From an optimization exercise on the open Yosys and OpenROAD flow, aimed at small area and a short achievable clock period; shortcuts taken in it are not production practice. Only simulation tests tie the RTL to the original design; equivalence was not proved. No activity file was given, so power comes from the tool's default toggle rates.

==> flow/design.v (outline; a module is shown in full before it is edited, if it fits) <==
// module cao_pipe: 793 lines
module cao_pipe (
    input  wire        clk,
    input  wire        rst,           
    input  wire [31:0] last_pc,       
    output wire        imem_en,
    output wire [31:0] imem_addr,
    input  wire [63:0] imem_rdata,
    output wire        dmem_en,
    output wire        dmem_we,
    output wire [11:0] dmem_addr,
    output wire [31:0] dmem_wdata,
    input  wire [31:0] dmem_rdata,
    output wire        halted,
    output wire        faulted,
    output wire [31:0] fault_addr,
    output wire [31:0] cycle_count,
    output wire [31:0] retired_count,
    input  wire [3:0]  dbg_sel,
    output wire [31:0] dbg_data
);
  // ...
==> flow/flow/run.sh <==
#!/bin/bash
# The standard layout, with two changes to how ORFS optimises it:
#  - the ports are buffered with buf_1 cells instead of ORFS's default pick
#    (a slow delay cell), still one buffer on every input and output port;
#  - repair_timing aims for a setup slack of 5.5 ns instead of 0.
# Synthesis, floorplan, power grid, tap cells, CTS and routing are the standard flow's own
# (standard.sh); the clock and constraints are unchanged.
set -euo pipefail
cat >> config.mk << 'X'
export SETUP_SLACK_MARGIN = 5.5
export BUFFER_PORTS_ARGS = -buffer_cell sky130_fd_sc_hd__buf_1
X
bash standard.sh > standard_make.log 2>&1
==> flow/standard.sh <==
#!/bin/bash
# synth_recipe.tcl (not shown) runs the flow's synth.tcl, then flattens the netlist and writes it again
# the make line also repeats each setting of config.mk as NAME=value (left out here)
make -C /OpenROAD-flow-scripts/flow DESIGN_CONFIG=/design/flow/config.mk WORK_HOME=/design/flow/orfs CLKGATE_MAP_FILE= SYNTH_SCRIPT=/design/flow/synth_recipe.tcl "${@:-finish}"
==> flow/config.mk <==
export PLATFORM = sky130hd
export DESIGN_NAME = cao_pipe
export DESIGN_NICKNAME = cao_pipe
export VERILOG_FILES = /design/flow/design.v
export SDC_FILE = /design/flow/constraint.sdc
export NUM_CORES = 4
export LEC_CHECK = 0
export CAP_MARGIN = 10
export CELL_PAD_IN_SITES_DETAIL_PLACEMENT = 1
export CELL_PAD_IN_SITES_GLOBAL_PLACEMENT = 2
export CORE_MARGIN = 2
export CORE_UTILIZATION = 50
export CTS_BUF_LIST = sky130_fd_sc_hd__clkbuf_8
export CTS_CLUSTER_SIZE = 24
export PLACE_DENSITY = 0.65
export SLEW_MARGIN = 10
export SETUP_SLACK_MARGIN = 5.5
export BUFFER_PORTS_ARGS = -buffer_cell sky130_fd_sc_hd__buf_1
==> flow/constraint.sdc <==
create_clock -name core_clock -period 12.0 [get_ports {clk}]
set_input_delay 2.4000 -clock core_clock [delete_from_list [all_inputs] [get_ports {clk}]]
set_output_delay 2.4000 -clock core_clock [all_outputs]
set_load 0.01 [all_outputs]
==> flow_summary_export.csv, run 1 <==
group,metric,value,unit
synthesis,netlist_area,53400,um^2
worst_setup_path,timing.critical_path.to,"dbg_data[9]",
place,placedCellCount,6527,
outcome,outcome,"complete, no violations",
layout,n_antenna_cell,7,
layout,multiInputGateArea,28200,um^2
layout,final_std_cell_area_no_fill,60700,um^2
timing,layout_setup_ws,5.46,ns
drt,routed_via_density,7.22,
worst_setup_path,timing.critical_path.from,"dbg_sel[1]",
worst_setup_path,worstReg2RegStart,"e_rbh[14]",
worst_setup_path,cpPeakStageDelay,0.28,ns
pwr,leakagePower,23.1,nW
pwr,clkPwrFrac,14.2,%
hold_path,min_to,"w_rd[3]",
worst_setup_path,cp.required,9.60,ns
pwr,p_seq_share,22.7,%
synthesis,synth_cell_types,97,
global_routing,grt_first_pass_wirelength,348000,um
layout,max_reg_flops,512,
layout,fraction_of_the_core_area_covered_by_cells_at_the_end_of_the_flow,57.4,%
layout,final_cell_count_no_fill,6863,
drt,met3WireLength,38900,um
synthesis,synth.area.top_cells,"sky130_fd_sc_hd__edfxtp_1, sky130_fd_sc_hd__dfxtp_1, sky130_fd_sc_hd__a22oi_1, sky130_fd_sc_hd__fa_1, sky130_fd_sc_hd__xnor2_1",
die,die_h,331,um
global_routing,grt-ovfl-total,0,
die,n_tap_cell,1391,
layout,flow.area_growth_from_synthesis,13.5,%
synthesis,ys_dominant_reg_cell,"sky130_fd_sc_hd__edfxtp_1",
pwr,total_switching_power,9.44,mW
drt,drt.antenna.violating_nets,0,
pwr,power.switching_fraction,48.2,%
drt,met1Wirelength,93300,um
layout,largest_register,"x",
global_routing,grt_antenna_before_repair,16,
synthesis,post-synth-top-area-cell,"sky130_fd_sc_hd__edfxtp_1",
hold_path,min_delay_path_depth,0,
synthesis,post-synth-top-area-fraction,35.6,%
synthesis,syn_nets,5493,
drt,highest-signal-layer,"met5",
synthesis,synth-edff-count,634,
hold_path,min_path_type,"reg2reg",
die,fp.coreArea,106000,um^2
==> run 2: changes to the inputs <==
--- a/flow/config.mk
+++ b/flow/config.mk
@@ -5,7 +5,7 @@
 export SDC_FILE = /design/flow/constraint.sdc
 export NUM_CORES = 4
 export LEC_CHECK = 0
-export CAP_MARGIN = 10
+export CAP_MARGIN = 20
 export CELL_PAD_IN_SITES_DETAIL_PLACEMENT = 1
 export CELL_PAD_IN_SITES_GLOBAL_PLACEMENT = 2
 export CORE_MARGIN = 2
@@ -13,6 +13,6 @@
 export CTS_BUF_LIST = sky130_fd_sc_hd__clkbuf_8
 export CTS_CLUSTER_SIZE = 24
 export PLACE_DENSITY = 0.65
-export SLEW_MARGIN = 10
+export SLEW_MARGIN = 20
 export SETUP_SLACK_MARGIN = 5.5
 export BUFFER_PORTS_ARGS = -buffer_cell sky130_fd_sc_hd__buf_1
==> flow_summary_export.csv, run 2 <==
group,metric,value,unit
layout,final_net_count,5808,
timing,setup_tns_after_final_layout,0,ns
global_routing,number_of_global_route_vias_before_repair,49000,
synthesis,ys_async_sr_fraction,0,%
cts,clk_latency,0.88,ns
layout,final_cell_count_no_fill,6854,
drt,drt_first_pass_iters,9,
synthesis,synth.area.top_cells,"sky130_fd_sc_hd__edfxtp_1, sky130_fd_sc_hd__dfxtp_1, sky130_fd_sc_hd__a22oi_1, sky130_fd_sc_hd__fa_1, sky130_fd_sc_hd__xnor2_1",
global_routing,grt_max_degree,66,
outcome,outcome,"complete, no violations",
worst_setup_path,worstReg2RegStart,"e_rbh[9]",
timing,slew_headroom,18.7,%
synthesis,synth-edff-count,634,
die,num_io_pins,343,
synthesis,syn_nets,5493,
die,floorplan.rows,119,
synthesis,postSynthCellCount,5025,
synthesis,yosysMostFrequentCell,"sky130_fd_sc_hd__edfxtp_1",
cts,cts-buffers-inserted,150,
timing,setup_violations_final,0,
worst_setup_path,critPathCaptureType,"output port",
timing,worst_pin_slew,1.20,ns
layout,layout_commonest_cell,"sky130_fd_sc_hd__edfxtp_1",
layout,flow.area_growth_from_synthesis,13.3,%
run,max-cap-violations,0,
place,finalWeightedCongestion,0.938,
worst_setup_path,worst-path-max-fanout,16,
synthesis,ys_seq_area_share,44.1,%
worst_setup_path,reg2regPathDepth,20,
place,detailedPlacementHpwl,153000,um
place,buffer_ports.inserted,326,
layout,nFillCells,11400,
drt,drt.antenna.violating_nets,0,
cts,clk_pin_slew_worst_setup_hold_paths,0.06,ns
layout,most-common-layout-cells,"sky130_fd_sc_hd__edfxtp_1, sky130_fd_sc_hd__a22oi_1, sky130_fd_sc_hd__buf_1",
synthesis,ys_dominant_reg_cell,"sky130_fd_sc_hd__edfxtp_1",
drt,totalWireLength,247000,um
timing,max_freq,0.152,GHz
pwr,finalPower,19.5,mW
synthesis,post-synth-top-area-fraction,35.6,%
hold_path,min_to,"w_rd[1]",
cts,tritoncts,"yes",
layout,max_reg_flops,512,
die,die_h,331,um
synthesis,ys_seq_elements,860,
worst_setup_path,setup.worst_path.start_class,"input pin",
synthesis,netlist_area,53400,um^2
global_routing,globalRouteTotalUtil,44.3,%
timing,final.min_clock_period,6.57,ns
global_routing,grt_antenna_before_repair,11,
pwr,leakagePower,23.0,nW
timing,final.setup_skew,0.0482,ns
worst_setup_path,crit_slowest_cell,"sky130_fd_sc_hd__o22a_2",
synthesis,synth_top_cells_by_count,"sky130_fd_sc_hd__edfxtp_1, sky130_fd_sc_hd__a22oi_1, sky130_fd_sc_hd__xnor2_1",
hold_path,hp-start,"m_rd[1]",
timing,report.final.hold_viol_count,0,
global_routing,grt-ovfl-total,0,
place,placedCellCount,6527,
drt,routed-via-count,49500,
drt,drt_iter0_markers,8828,
hold_path,min_path_type,"reg2reg",
synthesis,post-synth-top-area-cell,"sky130_fd_sc_hd__edfxtp_1",
die,fp.coreArea,106000,um^2
cts,clock-sinks,860,
cts,clock_h_tree_levels,4,
die,floorplan.initialDensity,50.6,%
die,die_w,331,um
drt,routed_via_density,7.23,
synthesis,syn_area_per_cell,10.6,um^2
cts,cts.hold.buffers_added,0,
layout,fraction_of_the_core_area_covered_by_cells_at_the_end_of_the_flow,57.3,%
worst_setup_path,crit_arrival,4.17,ns
synthesis,synthesis.yosys.warnings,2,
worst_setup_path,setup.worst_path.class,"in2out",
die,floorplan.die_area,110000,um^2
timing,final-max-slew-violation-count,0,
timing,timing.final.crit_share,54.8,%
cts,cts_root_buffer,"sky130_fd_sc_hd__clkbuf_8",
worst_setup_path,cpPeakStageDelay,0.28,ns
pwr,ir_worst_vdd,0.000660,V
layout,largest_register,"x",
drt,routedWlPerCell,36.1,um
pwr,power_per_cell_area,321,nW/um^2
synthesis,synth_cell_types,97,
drt,detail_route.drc_violations,0,
timing,rsz0062_at_grt,"yes",
global_routing,grt_first_pass_wirelength,349000,um
layout,drive_gt1_share,11.0,%
timing,hold-worst-slack,0.395,ns
cts,clock_tree.buffer_depth,3,
worst_setup_path,r2r-end,"m_buf[21]",
worst_setup_path,reg2reg_setup_slack,5.55,ns
hold_path,min_delay_path_depth,0,
worst_setup_path,cp.required,9.60,ns
worst_setup_path,crit_path_cell_trace,"buf_8 -> nand2_4 -> nor3_4 -> buf_4 -> buf_12 -> a22o_1 -> a221oi_1 -> nand3_1 -> o22a_2 -> buf_1",
[run 2: changes by cell type in the layout (fill, tap and decap cells not counted), sizes merged]
cell,previous run,this run
bufbuf,2,4
clkbuf,183,176
inv,290,298
clkinvlp,7,4
clkinv,44,43
diode,7,5
buf,510,507
bufinv,5,2
[run 2: final cells by class]
class,count,area (um^2),area share (%)
sequential,860,23600,38.9
tap,1391,1740,2.87
multi-input combinational,3564,28300,46.7
clock inverter,101,543,0.897
antenna,5,12.5,0.0207
timing repair buffer,518,3170,5.23
inverter,246,928,1.53
clock buffer,169,2330,3.84
[run 2: cells by family (layout without fill, tap and decap cells)]
family / Yosys count / in the layout / synth area share, %
other: 0 / 5 / 0
AOI/OAI and AO/OA: 1564 / 1564 / 21.7
and+or+nand+nor: 1107 / 1108 / 10.3
buffers and inverters: 602 / 1034 / 4.40
xor gates and xnor gates: 476 / 476 / 7.80
DFF: 860 / 860 / 44.1
muxes: 82 / 82 / 1.62
adders and majority gates: 334 / 334 / 10.1
[run 2: critical path: cells and delay by family]
family          cells  cell delay (ns)
buf+inv             4             0.59
simple gates        3             0.37
compound gates      3             0.77
[run 2: repair_timing]
item                                    4_1_cts  5_1_grt
pin swaps                                    13       12
setup buffers                                20       23
endpoints found under the setup margin       67       53
cloned                                        7        1
resized for setup                            94       64
[run 2: worst max path at each step]
| stage | depth (start not counted) | start | end | slack (ns) |
|---|---|---|---|---|
| CTS | 19 | m_cs[0] | m_buf[30] | 5.44 |
| global placement | 9 | dbg_sel[3] | dbg_data[29] | 4.74 |
| detailed placement | 9 | dbg_sel[3] | dbg_data[29] | 4.70 |
| floorplan | 7 | dbg_sel[1] | dbg_data[20] | 5.76 |
| global route | 20 | e_rbh[2] | m_buf[21] | 5.43 |
| finish | 10 | dbg_sel[0] | dbg_data[25] | 5.43 |
[run 2: through the flow]
| step | setup WS (ns) | instance area [um^2] |
|---|---|---|
| final | 5.43 | 60500 |
| after floorplan | 5.76 | 53400 |
| after CTS | 5.44 | 60000 |
| after global placement | 4.74 | 56400 |
| after detailed placement | 4.70 | 56400 |
| after global routing | 5.43 | 60500 |
[run 2: power breakdown]
group / leakage (nW) / internal [mW] / switching, mW / total [mW]
registers: 8.48 / 3.86 / 0.581 / 4.45
clock network: 1.65 / 1.34 / 1.32 / 2.66
logic: 12.9 / 4.83 / 7.51 / 12.3
total: 23.0 / 10.0 / 9.41 / 19.5
[run 2: layer usage]
layer / global-route usage (%) / share of wire, %
met5: 0.261 / 0.014
met3: 16.6 / 15
met1: 61.0 / 38
met4: 24.3 / 6.7
met2: 59.8 / 40
==> run 3: changes to the inputs <==
--- a/flow/config.mk
+++ b/flow/config.mk
@@ -14,5 +14,6 @@
 export CTS_CLUSTER_SIZE = 24
 export PLACE_DENSITY = 0.65
 export SLEW_MARGIN = 20
+export TNS_END_PERCENT = 20
 export SETUP_SLACK_MARGIN = 5.5
 export BUFFER_PORTS_ARGS = -buffer_cell sky130_fd_sc_hd__buf_1
==> flow_summary_export.csv, run 3 <==
group,metric,value,unit
timing,max_freq,0.152,GHz
layout,layout_commonest_cell,"sky130_fd_sc_hd__edfxtp_1",
worst_setup_path,timing.critical_path.to,"dbg_data[23]",
drt,routed-via-count,49500,
cts,clock_tree.buffer_depth,3,
synthesis,syn_nets,5493,
synthesis,synth-edff-count,634,
synthesis,synth_top_cells_by_count,"sky130_fd_sc_hd__edfxtp_1, sky130_fd_sc_hd__a22oi_1, sky130_fd_sc_hd__xnor2_1",
timing,rsz0062_at_grt,"yes",
cts,clk_pin_slew_worst_setup_hold_paths,0.06,ns
die,num_io_pins,343,
synthesis,post-synth-top-area-cell,"sky130_fd_sc_hd__edfxtp_1",
worst_setup_path,worst-path-max-fanout,30,
timing,timing.final.crit_share,54.8,%
run,max-cap-violations,0,
drt,drt.antenna.violating_nets,0,
timing,layout_setup_ws,5.42,ns
timing,final.min_clock_period,6.58,ns
timing,slew_headroom,15.7,%
synthesis,post-synth-top-area-fraction,35.6,%
drt,routedWlPerCell,36.1,um
die,fp.coreArea,106000,um^2
drt,detail_route.drc_violations,0,
worst_setup_path,setup.worst_path.class,"in2out",
synthesis,syn_area_per_cell,10.6,um^2
place,detailedPlacementHpwl,153000,um
global_routing,number_of_global_route_vias_before_repair,48800,
pwr,finalPower,19.5,mW
layout,largest_register,"x",
place,buffer_ports.inserted,326,
synthesis,synth_cell_types,97,
cts,clock-sinks,860,
worst_setup_path,reg2regPathDepth,20,
synthesis,synth.area.top_cells,"sky130_fd_sc_hd__edfxtp_1, sky130_fd_sc_hd__dfxtp_1, sky130_fd_sc_hd__a22oi_1, sky130_fd_sc_hd__fa_1, sky130_fd_sc_hd__xnor2_1",
die,die_h,331,um
pwr,power_per_cell_area,322,nW/um^2
drt,routed_via_density,7.23,
pwr,ir_worst_vdd,0.000666,V
timing,report.final.hold_viol_count,0,
synthesis,synthesis.yosys.warnings,2,
die,floorplan.die_area,110000,um^2
global_routing,grt-ovfl-total,0,
place,setup_ws_pre_cts,4.70,ns
synthesis,yosysMostFrequentCell,"sky130_fd_sc_hd__edfxtp_1",
die,floorplan.initialDensity,50.6,%
synthesis,postSynthCellCount,5025,
drt,drt_iter0_markers,9016,
drt,totalWireLength,247000,um
worst_setup_path,crit_arrival,4.18,ns
timing,final-max-slew-violation-count,0,
layout,max_reg_flops,512,
worst_setup_path,crit_slowest_cell,"sky130_fd_sc_hd__buf_8",
cts,cts-buffers-inserted,150,
drt,drt_first_pass_iters,9,
worst_setup_path,cpPeakStageDelay,0.39,ns
layout,drive_gt1_share,10.7,%
die,floorplan.rows,119,
worst_setup_path,r2r-end,"m_buf[21]",
worst_setup_path,worstReg2RegStart,"e_rbh[10]",
synthesis,ys_async_sr_fraction,0,%
hold_path,min_path_type,"reg2reg",
timing,setup_violations_final,0,
worst_setup_path,setup.worst_path.start_class,"input pin",
global_routing,globalRouteTotalUtil,44.3,%
cts,cts_root_buffer,"sky130_fd_sc_hd__clkbuf_8",
synthesis,netlist_area,53400,um^2
hold_path,min_delay_path_depth,0,
cts,clock_h_tree_levels,4,
die,die_w,331,um
timing,worst_pin_slew,1.24,ns
outcome,outcome,"complete, no violations",
cts,tritoncts,"yes",
timing,setup_tns_after_final_layout,0,ns
layout,most-common-layout-cells,"sky130_fd_sc_hd__edfxtp_1, sky130_fd_sc_hd__a22oi_1, sky130_fd_sc_hd__buf_1",
place,finalWeightedCongestion,0.938,
synthesis,ys_dominant_reg_cell,"sky130_fd_sc_hd__edfxtp_1",
global_routing,grt_first_pass_wirelength,349000,um
global_routing,grt_antenna_before_repair,7,
worst_setup_path,cp.required,9.60,ns
worst_setup_path,reg2reg_setup_slack,5.55,ns
worst_setup_path,timing.critical_path.from,"dbg_sel[2]",
cts,clk_latency,0.88,ns
synthesis,ys_seq_area_share,44.1,%
worst_setup_path,crit_path_cell_trace,"buf_6 -> nand2b_4 -> nor2_4 -> buf_8 -> a22oi_1 -> nand4_1 -> o22a_1 -> buf_1",
layout,final_net_count,5805,
timing,final.setup_skew,0.0467,ns
layout,flow.area_growth_from_synthesis,13.1,%
worst_setup_path,critPathCaptureType,"output port",
pwr,leakagePower,23.0,nW
synthesis,ys_seq_elements,860,
layout,nFillCells,11400,
global_routing,grt_max_degree,66,
[run 3: layout make-up]
type	instances	area, um^2	share of cell area, %
tap	1391	1740	2.88
inverter	246	928	1.54
timing repair buffer	515	3090	5.11
sequential	860	23600	39.0
clock inverter	101	543	0.899
clock buffer	169	2330	3.85
multi-input combinational	3564	28200	46.7
antenna	3	7.51	0.0124
[run 3: report_power, final]
part	total (mW)	switching (mW)	internal (mW)
clock	2.66	1.32	1.34
sequential	4.44	0.579	3.86
combinational	12.4	7.53	4.84
[run 3: stage by stage]
stage / utilization [%] / hold slack, ns / std cells / instance area (um^2)
CTS: 56.7 / 0.394 / 6823 / 60000
floorplan: - / 0.373 / 5025 / 53400
finish: 57.2 / 0.395 / 6849 / 60400
global route: 57.2 / 0.404 / 6847 / 60400
global placement: 53.3 / 0.381 / 6527 / 56400
detailed placement: 53.3 / 0.384 / 6527 / 56400
[run 3: logic make-up (layout without fill, tap and decap cells)]
logic type | after synthesis | in the layout | synth area share, %
adders and majority gates | 334 | 334 | 10.1
xor gates and xnor gates | 476 | 476 | 7.80
and+or+nand+nor | 1107 | 1108 | 10.3
other | 0 | 3 | 0
buffers and inverters | 602 | 1031 | 4.40
AOI/OAI and AO/OA | 1564 | 1564 | 21.7
DFF | 860 | 860 | 44.1
muxes | 82 | 82 | 1.62
[run 3: critical path: cells and delay by family]
family                 cells  cell delay [ns]
AOI/OAI and AO/OA          2             0.47
buffers and inverters      3             0.70
and+or+nand+nor            3             0.54
[run 3: how the worst min path moves through the flow]
stage	from	end	slack [ns]
6_report	m_rd[1]	w_rd[1]	0.39
5_1_grt	m_rd[3]	w_rd[3]	0.40
4_1_cts	m_rd[1]	w_rd[1]	0.39
3_5_place_dp	m_rd[1]	w_rd[1]	0.38
3_3_place_gp	m_rd[3]	w_rd[3]	0.38
2_1_floorplan	m_rd[3]	w_rd[3]	0.37
[run 3: timing repair]
item,in CTS,in global routing
endpoints found under the setup margin,67,56
pin swaps,12,9
cloned,7,0
hold buffers,0,0
resized for setup,87,55
buffers inserted,19,22
endpoints found under the hold margin,0,0
[run 3: routing by layer]
| layer | track usage [%] | share of wire (%) |
|---|---|---|
| met1 | 61.1 | 38 |
| met2 | 59.7 | 40 |
| met3 | 16.5 | 16 |
| met4 | 24.5 | 6.5 |
| met5 | 0.174 | 0.0036 |
==> run 4: changes to the inputs <==
==> flow/config.mk (replaced) <==
export PLATFORM = sky130hd
export DESIGN_NAME = cao_pipe
export DESIGN_NICKNAME = cao_pipe
export VERILOG_FILES = /design/flow/design.v
export SDC_FILE = /design/flow/constraint.sdc
export NUM_CORES = 4
export LEC_CHECK = 0
export CAP_MARGIN = 20
export CELL_PAD_IN_SITES_DETAIL_PLACEMENT = 0
export CELL_PAD_IN_SITES_GLOBAL_PLACEMENT = 1
export CORE_MARGIN = 2
export CORE_UTILIZATION = 55
export CTS_BUF_LIST = sky130_fd_sc_hd__clkbuf_8
export CTS_CLUSTER_SIZE = 24
export PLACE_DENSITY = 0.7
export SLEW_MARGIN = 20
export SETUP_SLACK_MARGIN = 5.5
export BUFFER_PORTS_ARGS = -buffer_cell sky130_fd_sc_hd__buf_1
==> flow_summary_export.csv, run 4 <==
group,metric,value,unit
cts,cts_root_buffer,"sky130_fd_sc_hd__clkbuf_8",
pwr,total_switching_power,10.7,mW
pwr,ir_worst_vdd,0.000673,V
synthesis,syn_area_per_cell,10.6,um^2
place,detailedPlacementHpwl,139000,um
pwr,power.switching_fraction,50.5,%
drt,routed-via-count,48600,
pwr,clkPwrFrac,13.0,%
synthesis,synth_top_cells_by_count,"sky130_fd_sc_hd__edfxtp_1, sky130_fd_sc_hd__a22oi_1, sky130_fd_sc_hd__xnor2_1",
pwr,power_per_cell_area,354,nW/um^2
worst_setup_path,cpLargestDelayFamily,"compound AO/OA/AOI/OAI gates",
synthesis,synth.area.top_cells,"sky130_fd_sc_hd__edfxtp_1, sky130_fd_sc_hd__dfxtp_1, sky130_fd_sc_hd__a22oi_1, sky130_fd_sc_hd__fa_1, sky130_fd_sc_hd__xnor2_1",
layout,most-common-layout-cells,"sky130_fd_sc_hd__edfxtp_1, sky130_fd_sc_hd__a22oi_1, sky130_fd_sc_hd__buf_1",
synthesis,ys_seq_elements,860,
worst_setup_path,reg2reg_setup_slack,5.57,ns
layout,nFillCells,8014,
die,fp.coreArea,96400,um^2
worst_setup_path,setup.worst_path.start_class,"input pin",
pwr,internal-power,10.6,mW
synthesis,yosysMostFrequentCell,"sky130_fd_sc_hd__edfxtp_1",
timing,final.min_clock_period,6.56,ns
synthesis,post-synth-top-area-cell,"sky130_fd_sc_hd__edfxtp_1",
global_routing,grt_antenna_before_repair,12,
outcome,outcome,"complete, no violations",
place,buffer_ports.inserted,326,
cts,tritoncts,"yes",
worst_setup_path,critPathCaptureType,"output port",
worst_setup_path,r2r-end,"m_buf[13]",
timing,report.final.hold_viol_count,0,
cts,clock_h_tree_levels,4,
synthesis,ys_seq_area_share,44.1,%
drt,detail_route.drc_violations,0,
worst_setup_path,setup.worst_path.class,"in2out",
layout,layout_commonest_cell,"sky130_fd_sc_hd__edfxtp_1",
run,max-cap-violations,0,
layout,drive_gt1_share,10.6,%
synthesis,syn_nets,5493,
drt,drt_iter0_markers,10000,
die,die_w,316,um
synthesis,synth-edff-count,634,
worst_setup_path,critPathBufInv,3,
die,floorplan.rows,114,
synthesis,synthesis.yosys.warnings,2,
drt,routedWlPerCell,34.7,um
timing,setup_violations_final,0,
global_routing,number_of_global_route_vias_before_repair,45400,
pwr,p_comb_share,66.4,%
pwr,p_seq_share,20.6,%
layout,final_net_count,5770,
layout,fraction_of_the_core_area_covered_by_cells_at_the_end_of_the_flow,62.5,%
global_routing,grt_first_pass_wirelength,324000,um
global_routing,globalRouteTotalUtil,45.4,%
timing,timing.final.crit_share,54.7,%
worst_setup_path,crit_slowest_cell,"sky130_fd_sc_hd__a22o_1",
cts,cts-buffers-inserted,146,
timing,max_freq,0.152,GHz
die,die_h,316,um
layout,flow.area_growth_from_synthesis,12.7,%
worst_setup_path,cpPeakStageDelay,0.28,ns
drt,totalWireLength,233000,um
worst_setup_path,reg2regPathDepth,18,
timing,rsz0062_at_grt,"yes",
global_routing,grt-ovfl-total,0,
hold_path,min_to,"w_rd[1]",
drt,drt.antenna.violating_nets,0,
timing,final.setup_skew,0.0621,ns
timing,worst_pin_slew,1.30,ns
cts,cts.hold.buffers_added,0,
timing,setup_tns_after_final_layout,0,ns
worst_setup_path,worstReg2RegStart,"e_rbh[11]",
cts,clock-sinks,860,
hold_path,hp-start,"m_rd[1]",
worst_setup_path,cp.required,9.60,ns
cts,clk_pin_slew_worst_setup_hold_paths,0.06,ns
synthesis,post-synth-top-area-fraction,35.6,%
cts,clk_latency,0.89,ns
synthesis,netlist_area,53400,um^2
cts,clock_tree.buffer_depth,3,
hold_path,min_delay_path_depth,0,
drt,drt_first_pass_iters,8,
place,finalWeightedCongestion,0.972,
synthesis,synth_cell_types,97,
synthesis,postSynthCellCount,5025,
layout,largest_register,"x",
die,floorplan.die_area,99700,um^2
worst_setup_path,crit_path_cell_trace,"buf_4 -> nand2_4 -> nor3_2 -> clkbuf_16 -> a22o_1 -> a221oi_1 -> nand3_1 -> o22a_2 -> buf_1",
hold_path,min_path_type,"reg2reg",
worst_setup_path,worst-path-max-fanout,32,
synthesis,ys_dominant_reg_cell,"sky130_fd_sc_hd__edfxtp_1",
timing,slew_headroom,13.0,%
layout,max_reg_flops,512,
synthesis,ys_async_sr_fraction,0,%
pwr,leakagePower,22.8,nW
worst_setup_path,crit_arrival,4.16,ns
timing,final-max-slew-violation-count,0,
die,num_io_pins,343,
global_routing,grt_max_degree,83,
drt,routed_via_density,7.25,
die,floorplan.initialDensity,55.4,%
## run 4: layer usage
layer  vias to the layer above  GRT usage (%)  part of all wire [%]
li1                      19700              -                     -
met1                     23200           62.6                    37
met2                      4641           59.2                    38
met3                      1060           18.6                    18
met4                        16           27.0                   7.1
met5                         -              0                 0.040
## run 4: worst max path at each step
stage | start | end | cells past startpoint
floorplan | dbg_sel[1] | dbg_data[20] | 7
global placement | dbg_sel[1] | dbg_data[27] | 8
detailed placement | dbg_sel[2] | dbg_data[27] | 8
CTS | dbg_sel[1] | dbg_data[21] | 10
global route | e_rbh[12] | m_buf[13] | 21
finish | dbg_sel[0] | dbg_data[25] | 9
## run 4: area by class of cell
class / count / area [um^2] / area share (%)
tap: 1276 / 1600 / 2.65
clock buffer: 166 / 2280 / 3.79
multi-input combinational: 3564 / 28300 / 47.0
clock inverter: 104 / 741 / 1.23
antenna: 6 / 15.0 / 0.0249
inverter: 246 / 928 / 1.54
timing repair buffer: 484 / 2810 / 4.66
sequential: 860 / 23600 / 39.1
## run 4: timing repair
| action | CTS | global route |
|---|---|---|
| gates resized for setup | 75 | 87 |
| buffers inserted | 14 | 7 |
| gates cloned | 2 | 3 |
| endpoints found under the setup margin | 65 | 57 |
| pin swaps | 7 | 15 |
## run 4: through the flow
stage          total power [mW]  cell area (um^2)  worst slack (ns)  cells  hold slack (ns)
3_5_place_dp               17.5             56200              4.71   6404            0.385
5_1_grt                    22.3             60200              5.42   6702            0.398
3_3_place_gp               17.5             56200              4.74   6404            0.383
6_report                   21.3             60200              5.44   6706            0.392
2_1_floorplan              11.4             53400              5.76   5025            0.373
4_1_cts                    20.5             59700              5.43   6690            0.393
## run 4: cells by family (layout without fill, tap and decap cells)
family          count (synthesis)  after routing  synth area share [%]
fa+ha+maj                     334            334                  10.1
compound gates               1564           1565                  21.7
mux                            82             82                  1.62
xor+xnor                      476            476                  7.80
flops                         860            860                  44.1
buf+inv                       602           1000                  4.40
other cells                     0              6                     0
simple gates                 1107           1107                  10.3
## run 4: power groups by stage
stage,logic [mW],registers (mW),clock network (mW)
after global routing,15.0,4.40,2.91
after CTS,13.3,4.34,2.79
after floorplan,7.24,4.19,0
after global placement,13.1,4.40,0
after detailed placement,13.1,4.39,0
final,14.1,4.39,2.77
==> run 5: changes to the inputs <==
--- a/flow/config.mk
+++ b/flow/config.mk
@@ -9,10 +9,11 @@
 export CELL_PAD_IN_SITES_DETAIL_PLACEMENT = 0
 export CELL_PAD_IN_SITES_GLOBAL_PLACEMENT = 1
 export CORE_MARGIN = 2
-export CORE_UTILIZATION = 55
+export CORE_UTILIZATION = 58
 export CTS_BUF_LIST = sky130_fd_sc_hd__clkbuf_8
 export CTS_CLUSTER_SIZE = 24
-export PLACE_DENSITY = 0.7
+export PLACE_DENSITY = 0.72
 export SLEW_MARGIN = 20
+export TNS_END_PERCENT = 20
 export SETUP_SLACK_MARGIN = 5.5
 export BUFFER_PORTS_ARGS = -buffer_cell sky130_fd_sc_hd__buf_1
==> flow_summary_export.csv, run 5 <==
group,metric,value,unit
global_routing,globalRouteMet2Util,60.8,%
pwr,p_comb_share,66.5,%
place,placedCellCount,6316,
synthesis,synth.area.top_cells,"sky130_fd_sc_hd__edfxtp_1, sky130_fd_sc_hd__dfxtp_1, sky130_fd_sc_hd__a22oi_1, sky130_fd_sc_hd__fa_1, sky130_fd_sc_hd__xnor2_1",
worst_setup_path,setup.worst_path.class,"in2out",
layout,layout_commonest_cell,"sky130_fd_sc_hd__edfxtp_1",
place,buffer_ports.inserted,326,
die,die_w,308,um
synthesis,synthesis.yosys.warnings,2,
hold_path,min_path_type,"reg2reg",
die,num_io_pins,343,
global_routing,grt_antenna_before_repair,8,
synthesis,synth_cell_types,97,
drt,drt.antenna.violating_nets,0,
worst_setup_path,critPathCaptureType,"output port",
global_routing,number_of_global_route_vias_before_repair,45500,
worst_setup_path,setup.worst_path.start_class,"input pin",
layout,flow.area_growth_from_synthesis,11.8,%
timing,setup_violations_final,0,
timing,layout_setup_ws,5.36,ns
synthesis,post-synth-top-area-cell,"sky130_fd_sc_hd__edfxtp_1",
global_routing,grt_first_pass_wirelength,319000,um
timing,rsz0062_at_grt,"yes",
die,fp.coreArea,91500,um^2
synthesis,synth_top_cells_by_count,"sky130_fd_sc_hd__edfxtp_1, sky130_fd_sc_hd__a22oi_1, sky130_fd_sc_hd__xnor2_1",
pwr,total_switching_power,10.7,mW
global_routing,grt_max_degree,69,
die,floorplan.initialDensity,58.4,%
synthesis,synth-edff-count,634,
timing,max_freq,0.151,GHz
drt,totalWireLength,226000,um
drt,drt_first_pass_iters,12,
drt,routed-via-count,48500,
layout,max_reg_flops,512,
synthesis,ys_dominant_reg_cell,"sky130_fd_sc_hd__edfxtp_1",
synthesis,netlist_area,53400,um^2
global_routing,grt-ovfl-total,0,
layout,most-common-layout-cells,"sky130_fd_sc_hd__edfxtp_1, sky130_fd_sc_hd__a22oi_1, sky130_fd_sc_hd__buf_1",
drt,drt_iter0_markers,10500,
timing,setup_tns_after_final_layout,0,ns
synthesis,syn_area_per_cell,10.6,um^2
cts,tritoncts,"yes",
place,setup_ws_pre_cts,4.82,ns
worst_setup_path,worst-path-max-fanout,32,
cts,clk_pin_slew_worst_setup_hold_paths,0.06,ns
outcome,outcome,"complete, no violations",
synthesis,ys_seq_elements,860,
cts,cts-buffers-inserted,146,
pwr,power_per_cell_area,355,nW/um^2
pwr,leakagePower,22.7,nW
pwr,p_seq_share,20.7,%
run,max-cap-violations,0,
synthesis,ys_seq_area_share,44.1,%
pwr,power.switching_fraction,50.6,%
cts,cts_root_buffer,"sky130_fd_sc_hd__clkbuf_8",
timing,slew_headroom,14.7,%
timing,final.setup_skew,0.0502,ns
global_routing,globalRoute.busiestLayer,"met1",
drt,routedWlPerCell,34.1,um
cts,cts.hold.buffers_added,0,
timing,final-max-slew-violation-count,0,
cts,clock_tree.buffer_depth,3,
layout,drive_gt1_share,10.1,%
global_routing,global_route.usage.met3,19.5,%
drt,routed_via_density,7.33,
die,floorplan.die_area,94600,um^2
synthesis,postSynthCellCount,5025,
timing,worst_pin_slew,1.27,ns
worst_setup_path,cp.required,9.60,ns
synthesis,syn_nets,5493,
global_routing,globalRouteTotalUtil,46.7,%
place,finalWeightedCongestion,1.01,
cts,clk_latency,0.89,ns
cts,clock_h_tree_levels,4,
die,die_h,308,um
pwr,clkPwrFrac,12.8,%
timing,timing.final.crit_share,55.3,%
layout,final_cell_count_no_fill,6619,
timing,final.min_clock_period,6.64,ns
synthesis,post-synth-top-area-fraction,35.6,%
place,detailedPlacementHpwl,136000,um
synthesis,ys_async_sr_fraction,0,%
pwr,internal-power,10.5,mW
global_routing,grt.met1_usage,64.5,%
pwr,ir_worst_vdd,0.000650,V
timing,report.final.hold_viol_count,0,
worst_setup_path,crit_arrival,4.24,ns
drt,detail_route.drc_violations,0,
layout,largest_register,"x",
cts,clock-sinks,860,
layout,final_net_count,5772,
synthesis,yosysMostFrequentCell,"sky130_fd_sc_hd__edfxtp_1",
die,floorplan.rows,111,
[run 5: kinds of logic after synthesis]
family	Yosys count	synth area share, %
AOI/OAI and AO/OA	1564	21.7
xor gates and xnor gates	476	7.80
adders and majority gates	334	10.1
buffers and inverters	602	4.40
DFF	860	44.1
muxes	82	1.62
and+or+nand+nor	1107	10.3
[run 5: power groups by stage]
stage,sequential [mW],combinational (mW),clock [mW]
final,4.40,14.1,2.72
after global routing,4.41,14.8,2.86
after CTS,4.35,13.2,2.72
after detailed placement,4.41,13.0,0
after global placement,4.41,12.9,0
after floorplan,4.19,7.24,0
[run 5: repair_timing]
item | in CTS | in global routing
buffers inserted | 5 | 21
gates resized for setup | 65 | 56
endpoints found under the setup margin | 68 | 57
pin swaps | 4 | 5
[run 5: final cells by class]
| type | count | area, um^2 |
|---|---|---|
| Fill cell | 7381 | 31800 |
| Multi-Input combinational cell | 3563 | 28200 |
| Sequential cell | 860 | 23600 |
| Timing Repair Buffer | 487 | 2660 |
| Clock buffer | 159 | 2190 |
| Tap cell | 1186 | 1480 |
| Inverter | 246 | 928 |
| Clock inverter | 111 | 768 |
| Antenna cell | 7 | 17.5 |
[run 5: final timing paths]
| path | from | end | slack [ns] | cells after the start |
|---|---|---|---|---|
| setup / recovery | dbg_sel[0] | dbg_data[27] | 5.36 | 8 |
| hold / removal | m_rd[1] | w_rd[1] | 0.39 | 0 |
| setup reg to reg | m_cs[0] | m_buf[30] | 5.49 | 19 |
| hold reg to reg | m_rd[1] | w_rd[1] | 0.39 | 0 |
[run 5: through the flow]
step | hold WS (ns) | utilization [%] | total power [mW] | instance area, um^2
global route | 0.407 | 65.3 | 22.1 | 59800
detailed placement | 0.386 | 61.3 | 17.4 | 56100
global placement | 0.381 | 61.3 | 17.3 | 56100
CTS | 0.392 | 64.8 | 20.3 | 59300
floorplan | 0.373 | - | 11.4 | 53400
finish | 0.392 | 65.3 | 21.2 | 59800
[run 5: metal layers]
layer | vias up | part of all wire (%)
li1 | 19700 | -
met1 | 23000 | 37
met2 | 4722 | 38
met3 | 1124 | 18
met4 | 12 | 7.5
met5 | - | 0.046
[run 5: critical path, stage by stage]
cell and delay [ns]:
sky130_fd_sc_hd__buf_4 0.16, sky130_fd_sc_hd__nand2b_4 0.20, sky130_fd_sc_hd__nor3_2 0.14, sky130_fd_sc_hd__buf_6 0.48
sky130_fd_sc_hd__a22oi_1 0.15, sky130_fd_sc_hd__nand4_1 0.15, sky130_fd_sc_hd__o22a_1 0.30, sky130_fd_sc_hd__buf_1 0.22
==> run 6: changes to the inputs <==
==> flow/flow/run.sh (replaced) <==
#!/bin/bash
# The standard layout, with two changes to how ORFS optimises it:
#  - the ports are buffered with buf_1 cells instead of ORFS's default pick
#    (a slow delay cell), still one buffer on every input and output port;
#  - repair_timing aims for a setup slack of 5.6 ns instead of 0.
# Synthesis, floorplan, power grid, tap cells, CTS and routing are the standard flow's own
# (standard.sh); the clock and constraints are unchanged.
set -euo pipefail
cat >> config.mk << 'X'
export SETUP_SLACK_MARGIN = 5.6
export BUFFER_PORTS_ARGS = -buffer_cell sky130_fd_sc_hd__buf_1
X
bash standard.sh > standard_make.log 2>&1
--- a/flow/config.mk
+++ b/flow/config.mk
@@ -9,11 +9,11 @@
 export CELL_PAD_IN_SITES_DETAIL_PLACEMENT = 0
 export CELL_PAD_IN_SITES_GLOBAL_PLACEMENT = 1
 export CORE_MARGIN = 2
-export CORE_UTILIZATION = 58
+export CORE_UTILIZATION = 55
 export CTS_BUF_LIST = sky130_fd_sc_hd__clkbuf_8
 export CTS_CLUSTER_SIZE = 24
-export PLACE_DENSITY = 0.72
+export PLACE_DENSITY = 0.7
 export SLEW_MARGIN = 20
 export TNS_END_PERCENT = 20
-export SETUP_SLACK_MARGIN = 5.5
+export SETUP_SLACK_MARGIN = 5.6
 export BUFFER_PORTS_ARGS = -buffer_cell sky130_fd_sc_hd__buf_1
==> flow_summary_export.csv, run 6 <==
group,metric,value,unit
layout,drive_gt1_share,10.9,%
layout,final_net_count,5780,
hold_path,min_delay_path_depth,0,
place,setup_ws_pre_cts,4.71,ns
cts,clock-sinks,860,
synthesis,synth_cell_types,97,
die,floorplan.die_area,99700,um^2
hold_path,min_path_type,"reg2reg",
synthesis,syn_area_per_cell,10.6,um^2
layout,flow.area_growth_from_synthesis,13.0,%
timing,hold-worst-slack,0.392,ns
timing,setup_tns_after_final_layout,0,ns
timing,rsz0062_at_grt,"yes",
pwr,p_seq_share,20.4,%
place,placed_instance_area,56200,um^2
die,die_w,316,um
pwr,ir_worst_vdd,0.000686,V
layout,nFillCells,7996,
layout,final_std_cell_area_no_fill,60400,um^2
drt,totalWireLength,233000,um
cts,clock_h_tree_levels,4,
synthesis,synth_compound_gate_area_share,21.7,%
die,die_h,316,um
timing,max_freq,0.154,GHz
die,floorplan.rows,114,
synthesis,netlist_area,53400,um^2
worst_setup_path,cp.required,9.60,ns
place,buffer_ports.inserted,326,
synthesis,synthesis.yosys.warnings,2,
synthesis,ys_async_sr_fraction,0,%
synthesis,syn_nets,5493,
global_routing,grt-ovfl-total,0,
cts,clk_latency,0.91,ns
place,detailedPlacementHpwl,139000,um
timing,setup_violations_final,0,
pwr,power_per_cell_area,355,nW/um^2
synthesis,post-synth-top-area-cell,"sky130_fd_sc_hd__edfxtp_1",
cts,tritoncts,"yes",
synthesis,synth_xor_area_share,7.80,%
global_routing,grt_max_degree,83,
cts,cts_root_buffer,"sky130_fd_sc_hd__clkbuf_8",
synthesis,dominant_combinational_cell_family_by_area_after_synthesis,"compound AO/OA/AOI/OAI gates",
synthesis,postSynthCellCount,5025,
worst_setup_path,critPathCaptureType,"output port",
layout,max_reg_flops,512,
die,floorplan.initialDensity,55.4,%
timing,final.setup_skew,0.0812,ns
die,fp.coreArea,96400,um^2
synthesis,synth_fa_ha_area_share,10.1,%
layout,multiInputGateArea,28300,um^2
layout,most-common-layout-cells,"sky130_fd_sc_hd__edfxtp_1, sky130_fd_sc_hd__a22oi_1, sky130_fd_sc_hd__buf_1",
timing,slew_headroom,15.4,%
pwr,leakagePower,22.9,nW
pwr,internal-power,10.7,mW
drt,routedWlPerCell,34.7,um
drt,detail_route.drc_violations,0,
cts,clock_tree.buffer_depth,3,
layout,layout_commonest_cell,"sky130_fd_sc_hd__edfxtp_1",
drt,routed_via_density,7.26,
worst_setup_path,setup.worst_path.class,"in2out",
pwr,p_comb_share,66.6,%
worst_setup_path,reg2reg_setup_slack,5.68,ns
outcome,outcome,"complete, no violations",
synthesis,multiplexer_fraction_of_the_synthesized_cell_area,1.62,%
synthesis,ys_dominant_reg_cell,"sky130_fd_sc_hd__edfxtp_1",
synthesis,yosysMostFrequentCell,"sky130_fd_sc_hd__edfxtp_1",
global_routing,number_of_global_route_vias_before_repair,45300,
cts,clk_pin_slew_worst_setup_hold_paths,0.06,ns
cts,cts.hold.buffers_added,0,
die,num_io_pins,343,
synthesis,ys_seq_area_share,44.1,%
cts,cts-buffers-inserted,146,
global_routing,grt_antenna_before_repair,10,
worst_setup_path,reg2regPathDepth,17,
drt,drt.antenna.violating_nets,0,
worst_setup_path,crit_arrival,4.10,ns
pwr,finalPower,21.5,mW
pwr,power.switching_fraction,50.2,%
synthesis,post-synth-top-area-fraction,35.6,%
timing,worst_pin_slew,1.26,ns
synthesis,ys_seq_elements,860,
synthesis,synth.area.top_cells,"sky130_fd_sc_hd__edfxtp_1, sky130_fd_sc_hd__dfxtp_1, sky130_fd_sc_hd__a22oi_1, sky130_fd_sc_hd__fa_1, sky130_fd_sc_hd__xnor2_1",
layout,seqCellArea,23600,um^2
global_routing,globalRouteTotalUtil,45.4,%
drt,drt_iter0_markers,10200,
global_routing,grt_first_pass_wirelength,323000,um
worst_setup_path,worst-path-max-fanout,32,
worst_setup_path,crit_path_cell_trace,"buf_4 -> nor4_2 -> buf_6 -> a21oi_1 -> nand4_1 -> o22a_1 -> buf_1",
run,max-cap-violations,0,
drt,drt_first_pass_iters,9,
synthesis,post_synth_and_or_nand_nor_area_fraction,10.3,%
timing,timing.final.crit_share,54.2,%
layout,fraction_of_the_core_area_covered_by_cells_at_the_end_of_the_flow,62.7,%
pwr,clkPwrFrac,12.9,%
synthesis,synth-edff-count,634,
pwr,total_switching_power,10.8,mW
timing,final-max-slew-violation-count,0,
worst_setup_path,cpPeakStageDelay,0.52,ns
layout,final_cell_count_no_fill,6717,
timing,layout_setup_ws,5.50,ns
worst_setup_path,crit_slowest_cell,"sky130_fd_sc_hd__buf_6",
layout,largest_register,"x",
timing,final.min_clock_period,6.50,ns
worst_setup_path,setup.worst_path.start_class,"input pin",
drt,routed-via-count,48800,
synthesis,synth_top_cells_by_count,"sky130_fd_sc_hd__edfxtp_1, sky130_fd_sc_hd__a22oi_1, sky130_fd_sc_hd__xnor2_1",
place,placedCellCount,6404,
place,finalWeightedCongestion,0.972,
timing,report.final.hold_viol_count,0,
==> run 6: cell counts after synthesis <==
Identical to the previous run, type by type.
==> run 6: final timing paths <==
kind | from | end
hold reg to reg | m_rd[1] | w_rd[1]
setup / recovery | dbg_sel[3] | dbg_data[23]
setup reg to reg | e_rbh[12] | m_buf[18]
hold / removal | m_rd[1] | w_rd[1]
==> run 6: cells by family after synthesis <==
kind of cell               after synthesis
muxes                                   82
xor gates and xnor gates               476
adders and majority gates              334
and+or+nand+nor                       1107
buffers and inverters                  602
AOI/OAI and AO/OA                     1564
DFF                                    860
==> run 6: power by group through the flow <==
| stage | clock network, mW | logic [mW] | registers, mW |
|---|---|---|---|
| after floorplan | 0 | 7.24 | 4.19 |
| after global placement | 0 | 13.1 | 4.40 |
| after detailed placement | 0 | 13.1 | 4.39 |
| after CTS | 2.79 | 13.3 | 4.34 |
| after global routing | 2.91 | 15.1 | 4.40 |
| final | 2.77 | 14.3 | 4.39 |
==> run 6: repair_timing <==
item                       in CTS  in global routing
setup buffers                  11                 20
gates resized for setup        90                 94
pin swaps                       7                 19
setup endpoints to repair      71                 66
cloned                          3                  2
==> run 6: per-layer routing <==
metal	track usage (%)	part of all wire [%]	wire length [um]
met1	63.1	37	86700
met2	59.4	38	89400
met3	17.8	17	40200
met4	26.4	7.2	16800
met5	0.710	0.071	166
==> run 6: worst max-delay path: cells and delay by family <==
kind / cells / cell delay [ns]
AOI/OAI and AO/OA: 2 / 0.37
and+or+nand+nor: 2 / 0.42
buffers and inverters: 3 / 0.88
==> run 6: cell type report <==
type	instances	area share, %
Inverter	246	1.54
Antenna cell	7	0.0290
Timing Repair Buffer	494	4.84
Clock buffer	166	3.78
Multi-Input combinational cell	3564	46.9
Clock inverter	104	1.23
Tap cell	1276	2.64
Sequential cell	860	39.0
==> run 7: changes to the inputs <==
==> flow/flow/run.sh (replaced) <==
#!/bin/bash
# The standard layout, with two changes to how ORFS optimises it:
#  - the ports are buffered with buf_2 cells instead of ORFS's default pick
#    (a slow delay cell), still one buffer on every input and output port;
#  - repair_timing aims for a setup slack of 5.5 ns instead of 0.
# Synthesis, floorplan, power grid, tap cells, CTS and routing are the standard flow's own
# (standard.sh); the clock and constraints are unchanged.
set -euo pipefail
cat >> config.mk << 'X'
export SETUP_SLACK_MARGIN = 5.5
export BUFFER_PORTS_ARGS = -buffer_cell sky130_fd_sc_hd__buf_2
X
bash standard.sh > standard_make.log 2>&1
==> flow/config.mk (replaced) <==
export PLATFORM = sky130hd
export DESIGN_NAME = cao_pipe
export DESIGN_NICKNAME = cao_pipe
export VERILOG_FILES = /design/flow/design.v
export SDC_FILE = /design/flow/constraint.sdc
export NUM_CORES = 4
export LEC_CHECK = 0
export CAP_MARGIN = 20
export CELL_PAD_IN_SITES_DETAIL_PLACEMENT = 1
export CELL_PAD_IN_SITES_GLOBAL_PLACEMENT = 2
export CORE_MARGIN = 2
export CORE_UTILIZATION = 60
export CTS_BUF_LIST = sky130_fd_sc_hd__clkbuf_8
export CTS_CLUSTER_SIZE = 24
export PLACE_DENSITY = 0.72
export SLEW_MARGIN = 20
export SETUP_SLACK_MARGIN = 5.5
export BUFFER_PORTS_ARGS = -buffer_cell sky130_fd_sc_hd__buf_2
==> flow_summary_export.csv, run 7 <==
group,metric,value,unit
synthesis,ys_seq_area_share,44.1,%
synthesis,ys_seq_elements,860,
outcome,outcome,"stopped before the end",
synthesis,syn_nets,5493,
synthesis,synth.area.top_cells,"sky130_fd_sc_hd__edfxtp_1, sky130_fd_sc_hd__dfxtp_1, sky130_fd_sc_hd__a22oi_1, sky130_fd_sc_hd__fa_1, sky130_fd_sc_hd__xnor2_1",
synthesis,synthesis.yosys.warnings,2,
synthesis,synth-edff-count,634,
synthesis,post-synth-top-area-cell,"sky130_fd_sc_hd__edfxtp_1",
synthesis,synth_cell_types,97,
synthesis,synth_top_cells_by_count,"sky130_fd_sc_hd__edfxtp_1, sky130_fd_sc_hd__a22oi_1, sky130_fd_sc_hd__xnor2_1",
synthesis,ys_async_sr_fraction,0,%
die,die_w,302,um
synthesis,post-synth-top-area-fraction,35.6,%
synthesis,yosysMostFrequentCell,"sky130_fd_sc_hd__edfxtp_1",
die,floorplan.rows,109,
die,floorplan.initialDensity,60.5,%
synthesis,syn_area_per_cell,10.6,um^2
outcome,run.stop_error,"[ERROR GPL-0301] Utilization 100.131 % exceeds 100%.",
synthesis,netlist_area,53400,um^2
synthesis,postSynthCellCount,5025,
outcome,stop_stage,"global placement without I/O",
synthesis,ys_dominant_reg_cell,"sky130_fd_sc_hd__edfxtp_1",
die,die_h,302,um
run 7: cell families after synthesis:
family,count (synthesis),synth area share [%]
AOI/OAI and AO/OA,1564,21.7
and+or+nand+nor,1107,10.3
DFF,860,44.1
buffers and inverters,602,4.40
xor gates and xnor gates,476,7.80
adders and majority gates,334,10.1
muxes,82,1.62
==> run 8: changes to the inputs <==
--- a/flow/config.mk
+++ b/flow/config.mk
@@ -9,10 +9,9 @@
 export CELL_PAD_IN_SITES_DETAIL_PLACEMENT = 1
 export CELL_PAD_IN_SITES_GLOBAL_PLACEMENT = 2
 export CORE_MARGIN = 2
-export CORE_UTILIZATION = 60
-export CTS_BUF_LIST = sky130_fd_sc_hd__clkbuf_8
-export CTS_CLUSTER_SIZE = 24
-export PLACE_DENSITY = 0.72
+export CORE_UTILIZATION = 50
+export CTS_BUF_LIST = sky130_fd_sc_hd__clkbuf_4
+export PLACE_DENSITY = 0.65
 export SLEW_MARGIN = 20
 export SETUP_SLACK_MARGIN = 5.5
 export BUFFER_PORTS_ARGS = -buffer_cell sky130_fd_sc_hd__buf_2
==> flow_summary_export.csv, run 8 <==
group,metric,value,unit
outcome,outcome,"complete, no violations",
run,max-cap-violations,0,
cts,clk_pin_slew_worst_setup_hold_paths,0.06,ns
drt,totalWireLength,249000,um
drt,routed-via-count,49700,
timing,layout_setup_ws,5.47,ns
layout,max_reg_flops,512,
die,floorplan.die_area,110000,um^2
worst_setup_path,cp.required,9.60,ns
global_routing,globalRouteTotalUtil,44.5,%
worst_setup_path,worst-path-max-fanout,32,
synthesis,synth_cell_types,97,
global_routing,grt_max_degree,86,
synthesis,ys_dominant_reg_cell,"sky130_fd_sc_hd__edfxtp_1",
pwr,internal-power,10.1,mW
synthesis,yosysMostFrequentCell,"sky130_fd_sc_hd__edfxtp_1",
place,buffer_ports.inserted,326,
layout,layout_commonest_cell,"sky130_fd_sc_hd__edfxtp_1",
place,placed_instance_area,56800,um^2
timing,final-max-slew-violation-count,0,
worst_setup_path,crit_arrival,4.13,ns
timing,final.setup_skew,0.0715,ns
pwr,power.switching_fraction,48.8,%
die,fp.coreArea,106000,um^2
cts,cts_root_buffer,"sky130_fd_sc_hd__clkbuf_4",
drt,routedWlPerCell,35.5,um
cts,clk_latency,1.21,ns
synthesis,ys_async_sr_fraction,0,%
synthesis,synth_top_cells_by_count,"sky130_fd_sc_hd__edfxtp_1, sky130_fd_sc_hd__a22oi_1, sky130_fd_sc_hd__xnor2_1",
synthesis,ys_seq_area_share,44.1,%
drt,drt.antenna.violating_nets,0,
pwr,p_comb_share,64.0,%
place,finalWeightedCongestion,0.932,
synthesis,synth.area.top_cells,"sky130_fd_sc_hd__edfxtp_1, sky130_fd_sc_hd__dfxtp_1, sky130_fd_sc_hd__a22oi_1, sky130_fd_sc_hd__fa_1, sky130_fd_sc_hd__xnor2_1",
layout,largest_register,"x",
pwr,leakagePower,24.2,nW
global_routing,grt_first_pass_wirelength,350000,um
layout,nFillCells,11500,
global_routing,global_route.usage.met3,16.6,%
timing,final.min_clock_period,6.53,ns
die,num_io_pins,343,
timing,max_freq,0.153,GHz
drt,drt_first_pass_iters,7,
global_routing,number_of_global_route_vias_before_repair,49200,
layout,drive_gt1_share,19.3,%
place,detailedPlacementHpwl,155000,um
global_routing,grt-ovfl-total,0,
timing,timing.final.crit_share,54.4,%
drt,drt_iter0_markers,8712,
global_routing,globalRoute.busiestLayer,"met1",
worst_setup_path,setup.worst_path.class,"in2out",
place,setup_ws_pre_cts,4.65,ns
cts,tritoncts,"yes",
synthesis,post-synth-top-area-fraction,35.6,%
worst_setup_path,setup.worst_path.start_class,"input pin",
cts,clock-sinks,860,
pwr,total_switching_power,9.61,mW
die,die_w,331,um
layout,flow.area_growth_from_synthesis,14.1,%
global_routing,grt.met1_usage,60.9,%
die,floorplan.rows,119,
layout,final_net_count,5890,
synthesis,postSynthCellCount,5025,
drt,detail_route.drc_violations,0,
synthesis,synthesis.yosys.warnings,2,
global_routing,globalRouteMet2Util,60.6,%
timing,rsz0062_at_grt,"yes",
cts,cts-buffers-inserted,223,
synthesis,syn_area_per_cell,10.6,um^2
global_routing,grt_antenna_before_repair,12,
timing,slew_headroom,16.1,%
die,die_h,331,um
layout,final_std_cell_area_no_fill,61000,um^2
cts,clock_tree.buffer_depth,3,
synthesis,synth-edff-count,634,
timing,setup_tns_after_final_layout,0,ns
pwr,p_seq_share,22.5,%
synthesis,ys_seq_elements,860,
timing,setup_violations_final,0,
timing,report.final.hold_viol_count,0,
timing,worst_pin_slew,1.26,ns
pwr,ir_worst_vdd,0.000460,V
pwr,clkPwrFrac,13.5,%
drt,routed_via_density,7.09,
die,floorplan.initialDensity,50.6,%
synthesis,syn_nets,5493,
synthesis,post-synth-top-area-cell,"sky130_fd_sc_hd__edfxtp_1",
synthesis,netlist_area,53400,um^2
cts,clock_h_tree_levels,4,
pwr,power_per_cell_area,323,nW/um^2
worst_setup_path,critPathCaptureType,"output port",
layout,most-common-layout-cells,"sky130_fd_sc_hd__edfxtp_1, sky130_fd_sc_hd__a22oi_1, sky130_fd_sc_hd__clkbuf_4",
hold_path,min_path_type,"reg2reg",
-- run 8: cell counts after synthesis --
Identical to the previous run, type by type.
-- run 8: cells by family (layout without fill, tap and decap cells) --
logic type | count (synthesis) | after routing | share of synthesized area, %
and+or+nand+nor | 1107 | 1109 | 10.3
buffers and inverters | 602 | 1174 | 4.40
muxes | 82 | 82 | 1.62
AOI/OAI and AO/OA | 1564 | 1564 | 21.7
DFF | 860 | 860 | 44.1
other | 0 | 11 | 0
xor gates and xnor gates | 476 | 476 | 7.80
adders and majority gates | 334 | 334 | 10.1
-- run 8: metrics by stage --
| step | total power [mW] | std cells | utilization, % | hold WS [ns] |
|---|---|---|---|---|
| after floorplan | 11.4 | 5025 | - | 0.373 |
| after global placement | 16.4 | 6529 | 53.7 | 0.380 |
| after detailed placement | 16.5 | 6529 | 53.7 | 0.386 |
| after CTS | 19.3 | 6956 | 57.0 | 0.398 |
| after global routing | 21.1 | 6995 | 57.6 | 0.404 |
| final | 19.7 | 7001 | 57.7 | 0.398 |
-- run 8: layout make-up --
class	count	area, um^2	area share [%]
diodes	11	27.5	0.0452
clock buffers	322	2420	3.97
flip-flops and latches	860	23600	38.7
clock inverters	80	497	0.815
inverters	246	928	1.52
repair buffers	526	3510	5.76
multi-input cells	3565	28300	46.4
well taps	1391	1740	2.86
-- run 8: final timing paths --
check                           startpoint           end  slack [ns]  cells after the start
worst min-delay path               m_rd[0]       w_rd[0]        0.40                      0
worst max-delay path            dbg_sel[3]  dbg_data[18]        5.47                      7
worst max register to register    e_rah[2]       m_fault        5.53                     17
worst min register to register     m_rd[0]       w_rd[0]        0.40                      0
-- run 8: repair_timing --
item | in CTS | in global routing
resized for setup | 78 | 78
pin swaps | 9 | 10
setup buffers | 23 | 29
hold buffers | 0 | 0
cloned | 2 | 4
setup endpoints to repair | 80 | 52
-- run 8: power groups by stage --
stage | combinational [mW] | sequential [mW] | clock [mW]
2_1_floorplan | 7.24 | 4.19 | 0
3_3_place_gp | 11.9 | 4.43 | 0
3_5_place_dp | 12.0 | 4.44 | 0
4_1_cts | 12.3 | 4.38 | 2.67
5_1_grt | 13.9 | 4.44 | 2.81
6_report | 12.6 | 4.43 | 2.65
-- run 8: worst max-delay path, cell delays in order --
cell,delay (ns)
sky130_fd_sc_hd__buf_4,0.17
sky130_fd_sc_hd__nor4_2,0.31
sky130_fd_sc_hd__buf_6,0.49
sky130_fd_sc_hd__a21oi_1,0.10
sky130_fd_sc_hd__nand4_1,0.10
sky130_fd_sc_hd__o22a_1,0.31
sky130_fd_sc_hd__buf_2,0.19
-- run 8: metal layers --
layer | routed length (um) | part of all wire, %
met1 | 95000 | 38
met5 | 66 | 0.027
met4 | 16400 | 6.6
met3 | 38200 | 15
met2 | 99100 | 40

-- what the ideal ports hide --
How much do the figures lean on ideal ports? The routed layouts below were timed once more, with nothing changed but the port constraints.
Step 1, drivers: a clkbuf_16 drives clk and a buf_2 each remaining input, both assumed.
Step 2 moves the port delays by t, midway between the first and last clock arrival at a register: inputs arrive t later, outputs are due t later. That takes back most of the time a late clock gives input paths.
Slacks: no drivers / after step 1 / after step 2; pairs: no drivers / after step 1.
run | t (ns) | setup WS [ns] | worst setup path at the end | latest minus earliest clock arrival (ns) | slew at the worst register clock pin (ns)
run 1 | 0.923 | 5.462 / 5.422 / 5.422 | input to output | 0.069 / 0.069 | 0.08 / 0.08
run 2 | 0.935 | 5.428 / 5.384 / 5.384 | input to output | 0.049 / 0.049 | 0.07 / 0.07
run 3 | 0.941 | 5.424 / 5.386 / 5.386 | input to output | 0.048 / 0.048 | 0.07 / 0.07
run 4 | 0.936 | 5.437 / 5.417 / 5.417 | input to output | 0.062 / 0.062 | 0.08 / 0.08
run 5 | 0.946 | 5.360 / 5.339 / 5.339 | input to output | 0.052 / 0.051 | 0.07 / 0.07
run 6 | 0.945 | 5.495 / 5.472 / 5.472 | input to output | 0.081 / 0.081 | 0.09 / 0.09
run 8 | 1.249 | 5.473 / 5.446 / 5.446 | input to output | 0.075 / 0.075 | 0.09 / 0.09
After both steps every run listed still meets setup and hold. The setup slack of run 2, which loses most, moves by -0.044 ns with the drivers and by -0.044 ns with both steps.
